This design comes from an exercise in tuning for small area, a short achievable clock period and few clock cycles on the open sky130 flow, not from production work. RTL that was checked went through simulation tests only; none was proved equivalent to the original. Power figures rest on the tool's default switching activity, not on a simulated workload.

## run B
// ascii_codec
module ascii_codec (
    input  wire        clk,
    input  wire        rst,
    input  wire        cmd_valid,
    output wire        cmd_ready,
    input  wire [1:0]  cmd_op,
    input  wire [15:0] cmd_len,
    input  wire        in_valid,
    output wire        in_ready,
    input  wire [7:0]  in_data,
    output wire        out_valid,
    input  wire        out_ready,
    output wire [7:0]  out_data,
    output wire        done,
    output wire [7:0]  err_code
);
For scale: ~51 I/O pins, roughly 0.017 mm^2 of cells after synthesis.
==> flow/config.mk <==
export PLATFORM = sky130hd
export DESIGN_NAME = ascii_codec
export DESIGN_NICKNAME = ascii_codec
export VERILOG_FILES = /design/flow/design.v
export SDC_FILE = /design/flow/constraint.sdc
export NUM_CORES = 4
export LEC_CHECK = 0
export CAP_MARGIN = 20
export CORE_MARGIN = 2
export CORE_UTILIZATION = 40
export SLEW_MARGIN = 20
==> flow/constraint.sdc <==
create_clock -name core_clock -period 28.0 [get_ports {clk}]
set_input_delay 5.6000 -clock core_clock [delete_from_list [all_inputs] [get_ports {clk}]]
set_output_delay 5.6000 -clock core_clock [all_outputs]
set_load 0.01 [all_outputs]
standard.sh (not shown) runs the stock make flow with config.mk's settings and CLKGATE_MAP_FILE= SYNTH_SCRIPT=/design/flow/synth_recipe.tcl, a recipe that flattens the netlist after the stock synthesis.
==> flow/flow/run.sh <==
#!/bin/bash
# The standard layout, with these changes to how it is made (the SDC, clock
# period and every other setting are the design's):
#  - every port still gets a buffer, but a plain buf_2 rather than the slow
#    delay buffer buffer_ports picks by default;
#  - the repair steps aim for extra setup slack, and may resize a cell to
#    any drive strength (not only ones with the same footprint).
set -euo pipefail
bash standard.sh "BUFFER_PORTS_ARGS=-buffer_cell sky130_fd_sc_hd__buf_2" \
    SETUP_SLACK_MARGIN=21.35 MATCH_CELL_FOOTPRINT=0 finish > standard_flow.log 2>&1
Testbench counts of run B, summed over its fixed seeds: cycles 65,816.
Relative to run B, the following input files were edited for run E:
--- a/flow/design.v
+++ b/flow/design.v
@@ -38,20 +38,21 @@
     reg        gstart;           
     reg [34:0] dg;               
     reg        zf;               
     reg        mv;               
     reg        mvz;              
     reg [2:0]  mvk;              
     reg        tailp;            
     reg [7:0]  ob0, ob1, ob2, ob3, ob4, ob5;    
     reg [2:0]  occ;
     reg        ov;               
+    reg        sh;               
     assign cmd_ready = cmd_rdy;
     assign in_ready  = in_rdy;
     assign out_valid = ov;
     assign out_data  = ob0;
     assign done      = done_r;
     assign err_code  = {3'b000, e4, 2'b00, e1, e0};
     wire in_fire  = in_valid & in_rdy;
     wire fire     = ov & out_ready;
     wire [15:0] rem_dec = rem - 16'd1;
     wire        rem_z   = (rem == 16'd0);
@@ -382,46 +383,50 @@
                             pad_n_n = gcnt + 3'd1;
                         end else begin
                             tailp_n = 1'b1;
                         end
                     end
                 end
             end
             endcase
         end
     end
-    wire       base0 = fire ? (occ == 3'd1) : (occ == 3'd0);
     wire [6:0] occ_gt;                           
     assign occ_gt = {1'b0, occ == 3'd6, occ >= 3'd5, occ >= 3'd4, occ >= 3'd3, occ >= 3'd2, occ >= 3'd1};
-    wire [5:0] keep  = fire ? occ_gt[6:1] : occ_gt[5:0];
+    wire       occ0 = (occ == 3'd0);
+    wire       occ1 = (occ == 3'd1);
     function [7:0] slot(input keep, input [7:0] cur, input [7:0] nxt,
                         input [7:0] pj, input [7:0] pjm1);
-        slot = keep ? (fire ? nxt : cur) : (base0 ? pj : pjm1);
+        slot = keep ? (sh ? nxt : cur) : (occ0 ? pj : pjm1);
     endfunction
+    wire [7:0] ob0_f = occ1 ? P0 : (sh ? ob2 : ob1);    
+    wire [7:0] ob0_n = occ0 ? P0 : ob0;                 
     wire [2:0] pkk    = push ? pk : 3'd0;
     wire [2:0] occ_p  = occ + pkk;
     wire [2:0] occ_m  = occ + pkk - 3'd1;
     wire [2:0] occ_nx = fire ? occ_m : occ_p;
     wire [1:0] fin_cnt = {pcons ? (f1v & in_fire) : (f1v | (f0v & in_fire)), 1'b0};
     wire finish = busy && stopped && !pend && rem_z && !f1v
                   && ((occ == 3'd0) || ((occ == 3'd1) && out_ready));
     always @(posedge clk) begin
         if (rst) begin
             busy    <= 1'b0;
             cmd_rdy <= 1'b1;
             in_rdy  <= 1'b0;
             done_r  <= 1'b0;
             f0v     <= 1'b0;
             f1v     <= 1'b0;
             occ     <= 3'd0;
             ov      <= 1'b0;
+            sh      <= 1'b0;
         end else begin
+            sh  <= fire;
             occ <= occ_nx;
             ov  <= (occ_nx != 3'd0);
             if (pcons) begin
                 f0v <= f1v | in_fire;
                 f1v <= f1v & in_fire;
             end else begin
                 f0v <= f0v | in_fire;
                 f1v <= f1v | (f0v & in_fire);
             end
             done_r <= finish;
@@ -434,26 +439,26 @@
             end else begin
                 in_rdy <= rem_nz_nx && !fin_cnt[1];
                 if (finish) begin
                     busy    <= 1'b0;
                     cmd_rdy <= 1'b1;
                 end
             end
         end
     end
     always @(posedge clk) begin
-        ob0 <= slot(keep[0], ob0, ob1, P0, P0);
-        ob1 <= slot(keep[1], ob1, ob2, P1, P0);
-        ob2 <= slot(keep[2], ob2, ob3, P2, P1);
-        ob3 <= slot(keep[3], ob3, ob4, P3, P2);
-        ob4 <= slot(keep[4], ob4, ob5, P4, P3);
-        ob5 <= slot(keep[5], ob5, ob5, P4, P4);
+        ob0 <= fire ? ob0_f : ob0_n;
+        ob1 <= slot(occ_gt[1], ob1, ob2, P1, P0);
+        ob2 <= slot(occ_gt[2], ob2, ob3, P2, P1);
+        ob3 <= slot(occ_gt[3], ob3, ob4, P3, P2);
+        ob4 <= slot(occ_gt[4], ob4, ob5, P4, P3);
+        ob5 <= slot(occ_gt[5], ob5, ob5, P4, P4);
         f0 <= (pcons ? !f1v : !f0v) ? in_data : (pcons ? f1 : f0);
         f1 <= (pcons || !f1v) ? in_data : f1;
         rem <= rem_nx;
         stopped <= stopped_n;
         e0 <= e0_n; e1 <= e1_n; e4 <= e4_n;
         hv <= hv_n; hn <= hn_n;
         tilde <= tilde_n; gcnt <= gcnt_n;
         padding <= padding_n; pad_n <= pad_n_n;
         dpad <= padding_n && (op == OP_A85D);
         epad <= padding_n && (op == OP_A85E);
--- outcome ---
Summary: with run B as the reference, cell area after synthesis in run E moved up by a few percent. Diff run B -> run E | count of inverters not on the clock network in the layout | down slightly. Changes observed in run E relative to run B: sequential fraction of total cell area decreased by 0.78 points relative to the old numbers, setup slack on the worst flop-to-flop path now smaller, via count of the routed design went up, detailed-route wire length rose about 7%, worst endpoint required time -5900 ps. Run E — area fraction in compound gates after synthesis 1.1 points higher, run B as reference. Compared with run B, run E shows core utilization lower by 0.48 points. Compared with run B, run E shows a combined global-route utilization of all metal layers that is 0.67 points higher. Looking at class of the most critical setup path, the register to output port result is from run E; the input port to register one comes from run B. Diff run B -> run E: total CTS buffers held; part of the power in combinational logic fell by 8.1 points; power per standard cell area went down about 15%. Run B: full flow OK, the timing, DRC and antenna checks passed. Run E did not stop at any stage, and its layout met the timing, DRC and antenna checks.
Testbench counts of run E, summed over its fixed seeds: cycles 65,816.

* * *

ascii_codec, a different RTL version from the one above (not shown whole).
For scale: about 150 flip-flops, ~51 I/O pins.
Settings: LEC_CHECK=0, CAP_MARGIN=20, CORE_MARGIN=2, CORE_UTILIZATION=40, SLEW_MARGIN=20; clock period 28.0 ns.
==> flow/flow/run.sh <==
#!/bin/bash
# The standard layout, with these changes to how it is made (the SDC, clock
# period and every other setting are the design's):
#  - every port still gets a buffer, but a plain buf_2 rather than the slow
#    delay buffer buffer_ports picks by default;
#  - the repair steps aim for extra setup slack, and may resize a cell to
#    any drive strength (not only ones with the same footprint).
set -euo pipefail
bash standard.sh "BUFFER_PORTS_ARGS=-buffer_cell sky130_fd_sc_hd__buf_2" \
    SETUP_SLACK_MARGIN=21 MATCH_CELL_FOOTPRINT=0 finish > standard_flow.log 2>&1
==> next run, changes <==
--- a/flow/design.v
+++ b/flow/design.v
@@ -77,15 +77,15 @@
     endfunction
     wire [25:0] acc     = dg[25:0];
     wire [6:0]  dd      = dpad ? 7'd84 : (c[6:0] - 7'd33);
     wire [32:0] acc33   = {7'd0, acc};
     wire [32:0] acc_nx  = (acc33 << 6) + (acc33 << 4) + (acc33 << 2) + acc33 + {26'd0, dd};
     wire        acc_ovf = acc_nx[32];
     wire [7:0]  hb   = epad ? 8'd0 : c;
-    wire [34:0] dsrc = gstart ? 35'd0 : dg;
+    wire [34:0] dsrc = dg;
     function [6:0] mod85(input [8:0] t, input [1:0] q);
         mod85 = t[6:0] + ((q == 2'd0) ? 7'd0 : (q == 2'd1) ? 7'd43 : (q == 2'd2) ? 7'd86 : 7'd1);
     endfunction
     function [1:0] div85(input [8:0] t);
         div85 = (t >= 9'd255) ? 2'd3 : (t >= 9'd170) ? 2'd2 : (t >= 9'd85) ? 2'd1 : 2'd0;
     endfunction
     function [8:0] tsum(input [6:0] w, input [6:0] u);
@@ -122,23 +122,39 @@
     wire [6:0] d0 = dsrc[6:0],   d1 = dsrc[13:7],  d2 = dsrc[20:14];
     wire [6:0] d3 = dsrc[27:21], d4 = dsrc[34:28];
     wire [8:0] t0 = {2'd0, d0} + {1'b0, hb};
     wire [8:0] t1 = tsum(d1, d0), t2 = tsum(d2, d1), t3 = tsum({2'd0, d3[4:0]}, d2);    
     wire [1:0] q0 = div85(t0), q1 = div85(t1), q2 = div85(t2), q3 = div85(t3);
     wire [6:0] m0 = mod85(t0, q0), m1 = mod85(t1, q1), m2 = mod85(t2, q2);
     wire [6:0] m3 = mod85(t3, q3);
+    function [6:0] pick(input [6:0] mq, input [6:0] mq1, input oin, input o);
+        reg [6:0] mk;
+        begin
+            mk = oin ? mq1 : mq;
+            pick = o ? {5'd0, mk[1:0] - 2'd1} : mk;
+        end
+    endfunction
     wire [1:0] k0 = q0;
     wire       o1 = wrap(t1, k0);
+    wire [6:0] n1 = addk(m1, k0, o1);
     wire [1:0] k1 = o1 ? q1 + 2'd1 : q1;
     wire       o2 = wrap(t2, k1);
+    wire [6:0] m2q = m2 + {5'd0, q1}, m2q1 = m2 + {5'd0, q1} + 7'd1;
+    wire [6:0] n2 = pick(m2q, m2q1, o1, o2);
     wire [1:0] k2 = o2 ? q2 + 2'd1 : q2;
     wire       o3 = wrap(t3, k2);
+    wire [6:0] m3q = m3 + {5'd0, q2}, m3q1 = m3 + {5'd0, q2} + 7'd1;
+    wire [6:0] n3 = pick(m3q, m3q1, o2, o3);
     wire [1:0] k3 = o3 ? q3 + 2'd1 : q3;
-    wire [6:0] n4 = {d3[4:0], 1'b0} + {2'd0, d3[4:0]} + {5'd0, k3};
-    wire [34:0] dg_nx = {n4, addk(m3, k2, o3), addk(m2, k1, o2), addk(m1, k0, o1), m0};
+    wire [6:0] p4q  = {d3[4:0], 1'b0} + {2'd0, d3[4:0]} + {5'd0, q3};
+    wire [6:0] p4q1 = p4q + 7'd1;
+    wire [6:0] n4 = o3 ? p4q1 : p4q;
+    wire [34:0] dg_nx = {n4, n3, n2, n1, m0};
+    wire [1:0]  qs = div85({1'b0, c});
+    wire [34:0] dg_st = {21'd0, 5'd0, qs, mod85({1'b0, c}, qs)};
     reg        pcons;            
     reg        push;             
     reg [2:0]  pk;
     reg [7:0]  P0, P1, P2, P3, P4;
     reg        stopped_n, e0_n, e1_n, e4_n;
     reg        hv_n;  reg [3:0] hn_n;
     reg        tilde_n; reg [2:0] gcnt_n;
@@ -344,15 +360,15 @@
                             gcnt_n = gcnt + 3'd1;
                         end
                     end
                 end else if (!stopped) begin
                     if (f0v) begin
                         if (dfree) begin
                             pcons = 1'b1;
-                            dg_n = dg_nx;
+                            dg_n = gstart ? dg_st : dg_nx;
                             zf_n = (gstart || zf) && (c == 8'd0);
                             if (gcnt == 3'd3) begin
                                 gcnt_n = 3'd0;
                                 mv_n = 1'b1;
                                 mvz_n = 1'b1;
                                 mvk_n = 3'd5;
                             end else begin
Sequential share of layout area increases by 0.14 points.
Power increases by 18%.
Worst hold slack improved by 14 ps.
Die area increases by about 1%.
Utilization decreases by 1.0 points.
Fmax increases by 9.1%.
Testbench counts after the change, summed over its fixed seeds: cycles 65,816.
For the first run of this note, only the layout was checked, not whether the RTL still works.

* * *

epsilon:
Another version of the RTL of ascii_codec (not shown whole).
For scale: ~2200 cells after synthesis, about 150 flip-flops, about 51 I/O pins, roughly 18000 sq um of cells after synthesis.
Settings: LEC_CHECK=0, CAP_MARGIN=20, CORE_MARGIN=2, CORE_UTILIZATION=40, SLEW_MARGIN=20; clock period 28.0 ns.
==> flow/flow/run.sh <==
#!/bin/bash
# The standard layout, with two changes to how it is made (the SDC, clock
# period and every other setting are the design's):
#  - every port still gets a buffer, but a plain buf_2 rather than the slow
#    delay buffer buffer_ports picks by default;
#  - the repair steps aim for extra setup slack.
set -euo pipefail
bash standard.sh "BUFFER_PORTS_ARGS=-buffer_cell sky130_fd_sc_hd__buf_2" SETUP_SLACK_MARGIN=21 finish > standard_flow.log 2>&1
### epsilon -> alpha
--- a/flow/design.v
+++ b/flow/design.v
@@ -365,56 +365,50 @@
                             padding_n = 1'b1;
                             pad_n_n = gcnt + 3'd1;
                         end else begin
                             tailp_n = 1'b1;
                         end
                     end
                 end
             end
             endcase
         end
     end
+    wire       base0 = fire ? (occ == 3'd1) : (occ == 3'd0);
     wire [6:0] occ_gt;                           
     assign occ_gt = {1'b0, occ == 3'd6, occ >= 3'd5, occ >= 3'd4, occ >= 3'd3, occ >= 3'd2, occ >= 3'd1};
-    wire       b0_f = (occ[2:1] == 2'b00);       
-    wire       b0_n = (occ == 3'd0);
-    function [7:0] slot(input j_gt, input j1_gt, input [7:0] cur, input [7:0] nxt,
+    wire [5:0] keep  = fire ? occ_gt[6:1] : occ_gt[5:0];
+    function [7:0] slot(input keep, input [7:0] cur, input [7:0] nxt,
                         input [7:0] pj, input [7:0] pjm1);
-        reg [7:0] vf, vn;
-        begin
-            vf = j1_gt ? nxt : (b0_f ? pj : pjm1);
-            vn = j_gt  ? cur : (b0_n ? pj : pjm1);
-            slot = out_ready ? vf : vn;
-        end
+        slot = keep ? (fire ? nxt : cur) : (base0 ? pj : pjm1);
     endfunction
     wire [2:0] pkk    = push ? pk : 3'd0;
     wire [2:0] occ_p  = occ + pkk;
-    wire [2:0] occ_m  = b0_n ? pkk : occ + pkk - 3'd1;
-    wire [2:0] occ_nx = out_ready ? occ_m : occ_p;
-    wire       ov_nx  = out_ready ? (occ_m != 3'd0) : (occ_p != 3'd0);
+    wire [2:0] occ_m  = occ + pkk - 3'd1;
+    wire [2:0] occ_nx = fire ? occ_m : occ_p;
     wire [1:0] fin_cnt = {pcons ? (f1v & in_fire) : (f1v | (f0v & in_fire)), 1'b0};
     wire finish = busy && stopped && !pend && rem_z && !f1v
                   && ((occ == 3'd0) || ((occ == 3'd1) && out_ready));
     always @(posedge clk) begin
         if (rst) begin
             busy    <= 1'b0;
             cmd_rdy <= 1'b1;
             in_rdy  <= 1'b0;
             done_r  <= 1'b0;
             f0v     <= 1'b0;
             f1v     <= 1'b0;
             occ     <= 3'd0;
             ov      <= 1'b0;
         end else begin
             occ <= occ_nx;
-            ov  <= ov_nx;
+            ov  <= (occ_nx != 3'd0);
             if (pcons) begin
                 f0v <= f1v | in_fire;
                 f1v <= f1v & in_fire;
             end else begin
                 f0v <= f0v | in_fire;
                 f1v <= f1v | (f0v & in_fire);
             end
             done_r <= finish;
             if (!busy) begin
                 if (cmd_valid) begin
                     busy    <= 1'b1;
@@ -423,28 +417,28 @@
                 end
             end else begin
                 in_rdy <= rem_nz_nx && !fin_cnt[1];
                 if (finish) begin
                     busy    <= 1'b0;
                     cmd_rdy <= 1'b1;
                 end
             end
         end
     end
     always @(posedge clk) begin
-        ob0 <= slot(occ_gt[0], occ_gt[1], ob0, ob1, P0, P0);
-        ob1 <= slot(occ_gt[1], occ_gt[2], ob1, ob2, P1, P0);
-        ob2 <= slot(occ_gt[2], occ_gt[3], ob2, ob3, P2, P1);
-        ob3 <= slot(occ_gt[3], occ_gt[4], ob3, ob4, P3, P2);
-        ob4 <= slot(occ_gt[4], occ_gt[5], ob4, ob5, P4, P3);
-        ob5 <= slot(occ_gt[5], occ_gt[6], ob5, ob5, P4, P4);
+        ob0 <= slot(keep[0], ob0, ob1, P0, P0);
+        ob1 <= slot(keep[1], ob1, ob2, P1, P0);
+        ob2 <= slot(keep[2], ob2, ob3, P2, P1);
+        ob3 <= slot(keep[3], ob3, ob4, P3, P2);
+        ob4 <= slot(keep[4], ob4, ob5, P4, P3);
+        ob5 <= slot(keep[5], ob5, ob5, P4, P4);
         f0 <= (pcons ? !f1v : !f0v) ? in_data : (pcons ? f1 : f0);
         f1 <= (pcons || !f1v) ? in_data : f1;
         rem <= rem_nx;
         stopped <= stopped_n;
         e0 <= e0_n; e1 <= e1_n; e4 <= e4_n;
         hv <= hv_n; hn <= hn_n;
         tilde <= tilde_n; gcnt <= gcnt_n;
         padding <= padding_n; pad_n <= pad_n_n;
         dpad <= padding_n && (op == OP_A85D);
         epad <= padding_n && (op == OP_A85E);
         dg <= dg_n; gstart <= (gcnt_n == 3'd0); zf <= zf_n; mv <= mv_n; mvz <= mvz_n; mvk <= mvk_n; tailp <= tailp_n;
## What came out
Routed via count, epsilon and alpha: larger value in epsilon
The worst hold path depth reported for alpha is smaller than that of epsilon by 1.
epsilon → alpha: area occupied by registers fell by 18 sq um; initial cell density of the core lower.
Floorplan die height was lower in the run labelled alpha.
epsilon has lower number of logic stages on the critical path including buffering than alpha.
Total power of the final layout: lower on epsilon
Compared with epsilon, alpha shows a largest voltage drop on the vdd net that is about 110% higher.
Worst setup slack, epsilon and alpha: larger value in epsilon
No functional check of the RTL was part of any run of this note.

[re-timing with driven ports]
No port has a modelled driver above. Below, the same layouts with a new extraction and two added sets of constraints.
Step 1 (the two cells are an assumption about what drives the block):
set clk [get_ports {clk}]
set_driving_cell -lib_cell sky130_fd_sc_hd__clkbuf_16 $clk
set_driving_cell -lib_cell sky130_fd_sc_hd__buf_2 [delete_from_list [all_inputs] $clk]
Step 2 times the ports against the registers' clock, not the clock port: input delays grow and output delays shrink by t, the midpoint of the rising clock arrivals with the driver on.
Three values: no drivers, after step 1, after step 2; two values: the first two.
run	shift t [ns]	setup WS [ns]	hold WS [ns]	worst slew at a driven data input, ns
run B	0.492	21.360 / 21.322 / 20.896	0.469 / 0.469 / 0.469	0.04
run E	0.484	21.420 / 21.370 / 21.154	0.446 / 0.446 / 0.446	0.05
the first run of note 2	0.490	20.564 / 20.564 / 20.564	0.453 / 0.453 / 0.453	0.04
the second run of note 2	0.491	21.186 / 21.215 / 20.724	0.467 / 0.467 / 0.467	0.04
epsilon	0.489	20.779 / 20.779 / 20.608	0.471 / 0.471 / 0.471	0.04
alpha	0.497	20.365 / 20.365 / 20.365	0.467 / 0.467 / 0.467	0.03
After both steps every run listed still meets setup and hold. The setup slack of run B, which loses most, moves by -0.038 ns with the drivers and by -0.464 ns with both steps.
